What follows belongs to an exercise in optimizing a design on an open flow for small area, a short achievable clock period and few clock cycles per item; a production flow would make more cautious choices. Power and IR drop assume default switching activity.

==> flow/design.v <==
module freq_counter (
    input  wire        clk,
    input  wire        rst,           
    input  wire        cmd_valid,
    output wire        cmd_ready,
    input  wire [7:0]  cmd_opc,
    input  wire [7:0]  cmd_sym,
    input  wire        in_valid,
    output wire        in_ready,
    input  wire [31:0] in_data,       
    input  wire [2:0]  in_nbytes,     
    input  wire        in_last,       
    input  wire        in_err,        
    output reg         done,
    output reg  [3:0]  err,
    output reg  [15:0] result,
    output reg         freq_valid
);
    localparam [7:0] OPC_NOP   = 8'h00;
    localparam [7:0] OPC_CLEAR = 8'h30;
    localparam [7:0] OPC_COUNT = 8'h31;
    localparam [7:0] OPC_READ  = 8'h32;
    localparam [7:0] OPC_TOTAL = 8'h33;
    localparam [3:0] ERR_NONE     = 4'd0;
    localparam [3:0] ERR_IO       = 4'd1;
    localparam [3:0] ERR_ILLEGAL  = 4'd4;
    localparam [3:0] ERR_OVERFLOW = 4'd7;
    localparam NR = 32;    
    localparam S  = 8;     
    localparam LW = 5;     
    localparam HW = 11;    
    reg  [2:0]  t;             
    reg  [3:0]  clr_cnt;       
    reg         streaming;     
    reg  [15:0] acc;           
    reg  [15:0] total;
    reg         in_ready_q;
    reg         cmd_ready_q;
    reg         slot_v;
    reg         slot_ill, slot_clear, slot_count, slot_read, slot_total;
    reg  [7:0]  slot_sym;
    reg  [3:0]  lv;            
    reg  [4:0]  lg [0:3];      
    reg  [2:0]  lp [0:3];      
    reg         bq_v;          
    reg  [2:0]  bq_n;
    reg         bq_last, bq_err;
    reg         settle;        
    assign cmd_ready = cmd_ready_q;
    assign in_ready  = in_ready_q;
    wire cmd_fire = cmd_valid && cmd_ready_q;
    wire in_fire  = in_valid && in_ready_q;
    wire        c_read  = (cmd_opc == OPC_READ);
    wire        c_zsym  = (cmd_sym == 8'd0);
    wire        c_clear = c_zsym && (cmd_opc == OPC_CLEAR);
    wire        c_count = c_zsym && (cmd_opc == OPC_COUNT);
    wire        c_total = c_zsym && (cmd_opc == OPC_TOTAL);
    wire        c_nop   = c_zsym && (cmd_opc == OPC_NOP);
    wire        c_ill   = !(c_read || c_clear || c_count || c_total || c_nop);
    wire        near     = &acc[15:3];
    wire [16:0] acc_sum  = {1'b0, acc} + {14'd0, bq_n};
    wire        bq_cnt   = bq_v && !bq_err;
    wire        bq_ovf   = bq_cnt && acc_sum[16];
    wire        bq_end   = bq_v && (bq_err || bq_last || acc_sum[16]);
    wire        fail     = bq_v && (bq_err || acc_sum[16]);
    wire [HW-1:0]   tap_hi   [0:NR-1];
    wire [LW-1:0]   tap_low  [0:NR-1];
    wire            clearing = (clr_cnt != 4'd0);
    genvar g, j, l;
    generate
        for (g = 0; g < NR; g = g + 1) begin : ring
            reg  [S*LW-1:0] low;      
            reg  [S-1:0]    pend;
            reg  [S*HW-1:0] hi;
            wire [3:0]      hit   [0:S-1];
            wire [LW:0]     sum   [0:S-1];
            for (j = 0; j < S; j = j + 1) begin : pos
                for (l = 0; l < 4; l = l + 1) begin : lane
                    assign hit[j][l] = lv[l] && (lg[l] == g) && (lp[l] == j);
                end
                wire [LW:0] v;
                if (j < S - 1) begin : mid
                    assign v = {pend[j], low[j*LW +: LW]};
                end else begin : head
                    assign v = {1'b0, low[j*LW +: LW]};
                end
                wire [3:0] h  = hit[j];
                wire       sa = h[0] ^ h[1] ^ h[2];
                wire       ca = (h[0] & h[1]) | (h[0] & h[2]) | (h[1] & h[2]);
                wire       cb = (v[0] & h[3]) | (v[0] & sa) | (h[3] & sa);
                wire [LW:0] cy;
                assign sum[j][0] = v[0] ^ h[3] ^ sa;
                assign sum[j][1] = v[1] ^ ca ^ cb;
                assign cy[2]     = (v[1] & ca) | (v[1] & cb) | (ca & cb);
                genvar q;
                for (q = 2; q <= LW; q = q + 1) begin : rip
                    assign sum[j][q] = v[q] ^ cy[q];
                    if (q < LW) begin : c
                        assign cy[q+1] = v[q] & cy[q];
                    end
                end
            end
            wire [HW-1:0] head_hi = hi[(S-1)*HW +: HW] + {{(HW-1){1'b0}}, pend[S-1]};
            integer m;
            always @(posedge clk) begin
                for (m = 1; m < S; m = m + 1) begin
                    low[m*LW +: LW] <= sum[m-1][LW-1:0];
                    pend[m]         <= sum[m-1][LW];
                    hi[m*HW +: HW]  <= hi[(m-1)*HW +: HW];
                end
                if (clearing) begin
                    low[0 +: LW] <= {LW{1'b0}};
                    pend[0]      <= 1'b0;
                    hi[0 +: HW]  <= {HW{1'b0}};
                end else begin
                    low[0 +: LW] <= sum[S-1][LW-1:0];
                    pend[0]      <= sum[S-1][LW];
                    hi[0 +: HW]  <= head_hi;
                end
            end
            assign tap_hi[g]   = hi[0 +: HW];
            assign tap_low[g]  = low[0 +: LW];
        end
    endgenerate
    wire aligned = (slot_sym[2:0] == t);
    wire idle    = !streaming && !bq_v && !settle && !clearing;
    wire exec    = slot_v && idle && (!slot_read || aligned);
    wire [15:0] rd_val = {tap_hi[slot_sym[7:3]], tap_low[slot_sym[7:3]]};
    wire       streaming_n = !rst && (streaming ? !(in_fire && (in_last || in_err)) && !bq_end
                                                : (exec && slot_count));
    wire       busy_n      = !rst && (streaming || bq_v || (exec && slot_count));
    wire [3:0] clr_cnt_n   = rst ? S[3:0] :
                             ((exec && (slot_count || slot_clear)) || fail) ? S[3:0] :
                             clearing ? clr_cnt - 4'd1 : 4'd0;
    wire [2:0] t_n         = rst ? 3'd0 : t + 3'd1;
    wire       slot_v_n    = !rst && (cmd_fire || (slot_v && !exec));
    wire       slot_read_n = cmd_fire ? c_read : slot_read;
    wire [2:0] slot_sym_n  = cmd_fire ? cmd_sym[2:0] : slot_sym[2:0];
    wire       exec_n      = slot_v_n && !busy_n && (clr_cnt_n == 4'd0) &&
                             (!slot_read_n || (slot_sym_n == t_n));
    always @(posedge clk) begin
        t           <= t_n;
        clr_cnt     <= clr_cnt_n;
        streaming   <= streaming_n;
        slot_v      <= slot_v_n;
        cmd_ready_q <= !slot_v_n || exec_n;
        in_ready_q  <= streaming_n && (clr_cnt_n <= 4'd1) && !(in_fire && near);
        if (cmd_fire) begin
            slot_ill   <= c_ill;
            slot_clear <= c_clear;
            slot_count <= c_count;
            slot_read  <= c_read;
            slot_total <= c_total;
            slot_sym   <= cmd_sym;
        end
    end
    integer k;
    always @(posedge clk) begin
        bq_v    <= !rst && in_fire;
        bq_n    <= in_nbytes;
        bq_last <= in_last;
        bq_err  <= in_err;
        settle  <= !rst && bq_v;
        for (k = 0; k < 4; k = k + 1) begin
            lv[k] <= !rst && in_fire && !in_err && (in_nbytes > k);
            lg[k] <= in_data[8*k+3 +: 5];
            lp[k] <= t + 3'd1 - in_data[8*k +: 3];
        end
    end
    always @(posedge clk) begin
        if (rst) begin
            acc        <= 16'd0;
            total      <= 16'd0;
            done       <= 1'b0;
            err        <= ERR_NONE;
            result     <= 16'd0;
            freq_valid <= 1'b0;
        end else begin
            done <= 1'b0;
            if (bq_cnt)
                acc <= acc_sum[15:0];
            if (bq_end) begin
                done <= 1'b1;
                err  <= bq_err ? ERR_IO : acc_sum[16] ? ERR_OVERFLOW : ERR_NONE;
                if (!fail) begin
                    result     <= acc_sum[15:0];
                    total      <= acc_sum[15:0];
                    freq_valid <= 1'b1;
                end else begin
                    result     <= 16'd0;
                    total      <= 16'd0;
                    freq_valid <= 1'b0;
                end
            end
            if (exec) begin
                done   <= !slot_count;
                err    <= slot_ill ? ERR_ILLEGAL : ERR_NONE;
                result <= 16'd0;
                if (!slot_ill) begin
                    if (slot_clear || slot_count) begin
                        total      <= 16'd0;
                        freq_valid <= 1'b0;
                    end
                    if (slot_count)
                        acc <= 16'd0;
                    if (slot_read)
                        result <= rd_val;
                    if (slot_total)
                        result <= total;
                end
            end
        end
    end
endmodule
export LEC_CHECK = 0
export CAP_MARGIN = 20
export CORE_MARGIN = 2
export CORE_UTILIZATION = 55
export PLACE_DENSITY = 0.65
export SETUP_SLACK_MARGIN = 4.7
export SLEW_MARGIN = 20
create_clock -name core_clock -period 8.0 [get_ports {clk}]
run.sh (not shown) runs the stock make flow with config.mk's settings and CLKGATE_MAP_FILE= SYNTH_SCRIPT=/design/flow/synth_recipe.tcl, a recipe that flattens the netlist after the stock synthesis.
Rerun with:
--- a/flow/design.v
+++ b/flow/design.v
@@ -36,15 +36,14 @@
     reg  [15:0] total;
     reg         in_ready_q;
     reg         cmd_ready_q;
     reg         slot_v;
     reg         slot_ill, slot_clear, slot_count, slot_read, slot_total;
     reg  [7:0]  slot_sym;
-    reg  [3:0]  lv;            
-    reg  [4:0]  lg [0:3];      
-    reg  [2:0]  lp [0:3];      
+    reg  [NR-1:0] lgn [0:3];   
+    reg  [S-1:0]  lpn [0:3];   
     reg         bq_v;          
     reg  [2:0]  bq_n;
     reg         bq_last, bq_err;
     reg         settle;        
     assign cmd_ready = cmd_ready_q;
     assign in_ready  = in_ready_q;
@@ -73,35 +72,33 @@
             reg  [S-1:0]    pend;
             reg  [S*HW-1:0] hi;
             wire [3:0]      hit   [0:S-1];
             wire [LW:0]     sum   [0:S-1];
             for (j = 0; j < S; j = j + 1) begin : pos
                 for (l = 0; l < 4; l = l + 1) begin : lane
-                    assign hit[j][l] = lv[l] && (lg[l] == g) && (lp[l] == j);
+                    assign hit[j][l] = !(lgn[l][g] || lpn[l][j]);
                 end
                 wire [LW:0] v;
                 if (j < S - 1) begin : mid
                     assign v = {pend[j], low[j*LW +: LW]};
                 end else begin : head
                     assign v = {1'b0, low[j*LW +: LW]};
                 end
                 wire [3:0] h  = hit[j];
                 wire       sa = h[0] ^ h[1] ^ h[2];
                 wire       ca = (h[0] & h[1]) | (h[0] & h[2]) | (h[1] & h[2]);
                 wire       cb = (v[0] & h[3]) | (v[0] & sa) | (h[3] & sa);
-                wire [LW:0] cy;
+                wire       cc = (v[1] & ca) | (v[1] & cb) | (ca & cb);
                 assign sum[j][0] = v[0] ^ h[3] ^ sa;
                 assign sum[j][1] = v[1] ^ ca ^ cb;
-                assign cy[2]     = (v[1] & ca) | (v[1] & cb) | (ca & cb);
-                genvar q;
-                for (q = 2; q <= LW; q = q + 1) begin : rip
-                    assign sum[j][q] = v[q] ^ cy[q];
-                    if (q < LW) begin : c
-                        assign cy[q+1] = v[q] & cy[q];
-                    end
-                end
+                wire       p23  = v[2] & v[3];
+                wire       p234 = p23 & v[4];
+                assign sum[j][2] = v[2] ^ cc;
+                assign sum[j][3] = v[3] ^ (cc & v[2]);
+                assign sum[j][4] = v[4] ^ (cc & p23);
+                assign sum[j][5] = v[5] ^ (cc & p234);
             end
             wire [HW-1:0] head_hi = hi[(S-1)*HW +: HW] + {{(HW-1){1'b0}}, pend[S-1]};
             integer m;
             always @(posedge clk) begin
                 for (m = 1; m < S; m = m + 1) begin
                     low[m*LW +: LW] <= sum[m-1][LW-1:0];
@@ -159,15 +156,15 @@
         bq_v    <= !rst && in_fire;
         bq_n    <= in_nbytes;
         bq_last <= in_last;
         bq_err  <= in_err;
         settle  <= !rst && bq_v;
         for (k = 0; k < 4; k = k + 1) begin
-            lv[k] <= !rst && in_fire && !in_err && (in_nbytes > k);
-            lg[k] <= in_data[8*k+3 +: 5];
-            lp[k] <= t + 3'd1 - in_data[8*k +: 3];
+            lgn[k] <= (!rst && in_fire && !in_err && (in_nbytes > k)) ?
+                      ~(32'd1 << in_data[8*k+3 +: 5]) : ~32'd0;
+            lpn[k] <= ~(8'd1 << (t + 3'd1 - in_data[8*k +: 3]));
         end
     end
     always @(posedge clk) begin
         if (rst) begin
             acc        <= 16'd0;
             total      <= 16'd0;
Final area shrinks by 8.4%.
Global-route usage shrinks by 0.96 points.
Critical path depth shrinks by 4.
Synthesized cell count grows by 5.3%.
Sequential cell count grows by 124.
Routed wire length shrinks by 9.0%.
Clock power grows by about 3%.
Hold slack is better by 0.033 ns.
Total power barely changes.
Synthesized area grows by 1.7%.
Clock skew shrinks by 0.032 ns.
Setup slack is better by 0.30 ns.
Via count shrinks by 4.8%.
No functional check of the RTL was part of any run of this note.

-- what the ideal ports hide --
How much do the figures lean on ideal ports? The routed layouts below were timed once more, with nothing changed but the port constraints.
Step 1 (the two cells are an assumption about what drives the block):
set clk [get_ports {clk}]
set_driving_cell -lib_cell sky130_fd_sc_hd__clkbuf_16 $clk
set_driving_cell -lib_cell sky130_fd_sc_hd__buf_2 [delete_from_list [all_inputs] $clk]
Step 2 adds t to the input delays and takes it off the output delays; t is the mean of the earliest and latest rising clock arrival at the registers after step 1. Input paths then give back, and output paths get back, about the clock's delay inside the block.
Three values: ideal, step 1, step 2; two values: the first two.
run | shift t [ns] | slack for setup (ns) | worst setup path at the end | clock arrival spread, ns
the first run | 1.011 | 4.402 / 4.402 / 3.957 | input to register | 0.106 / 0.106
the second run | 1.034 | 4.699 / 4.666 / 4.044 | input to register | 0.091 / 0.091
After both steps setup and hold are still met in every run listed. The setup slack of the second run, which loses most, moves by -0.033 ns with the drivers and by -0.655 ns with both steps.
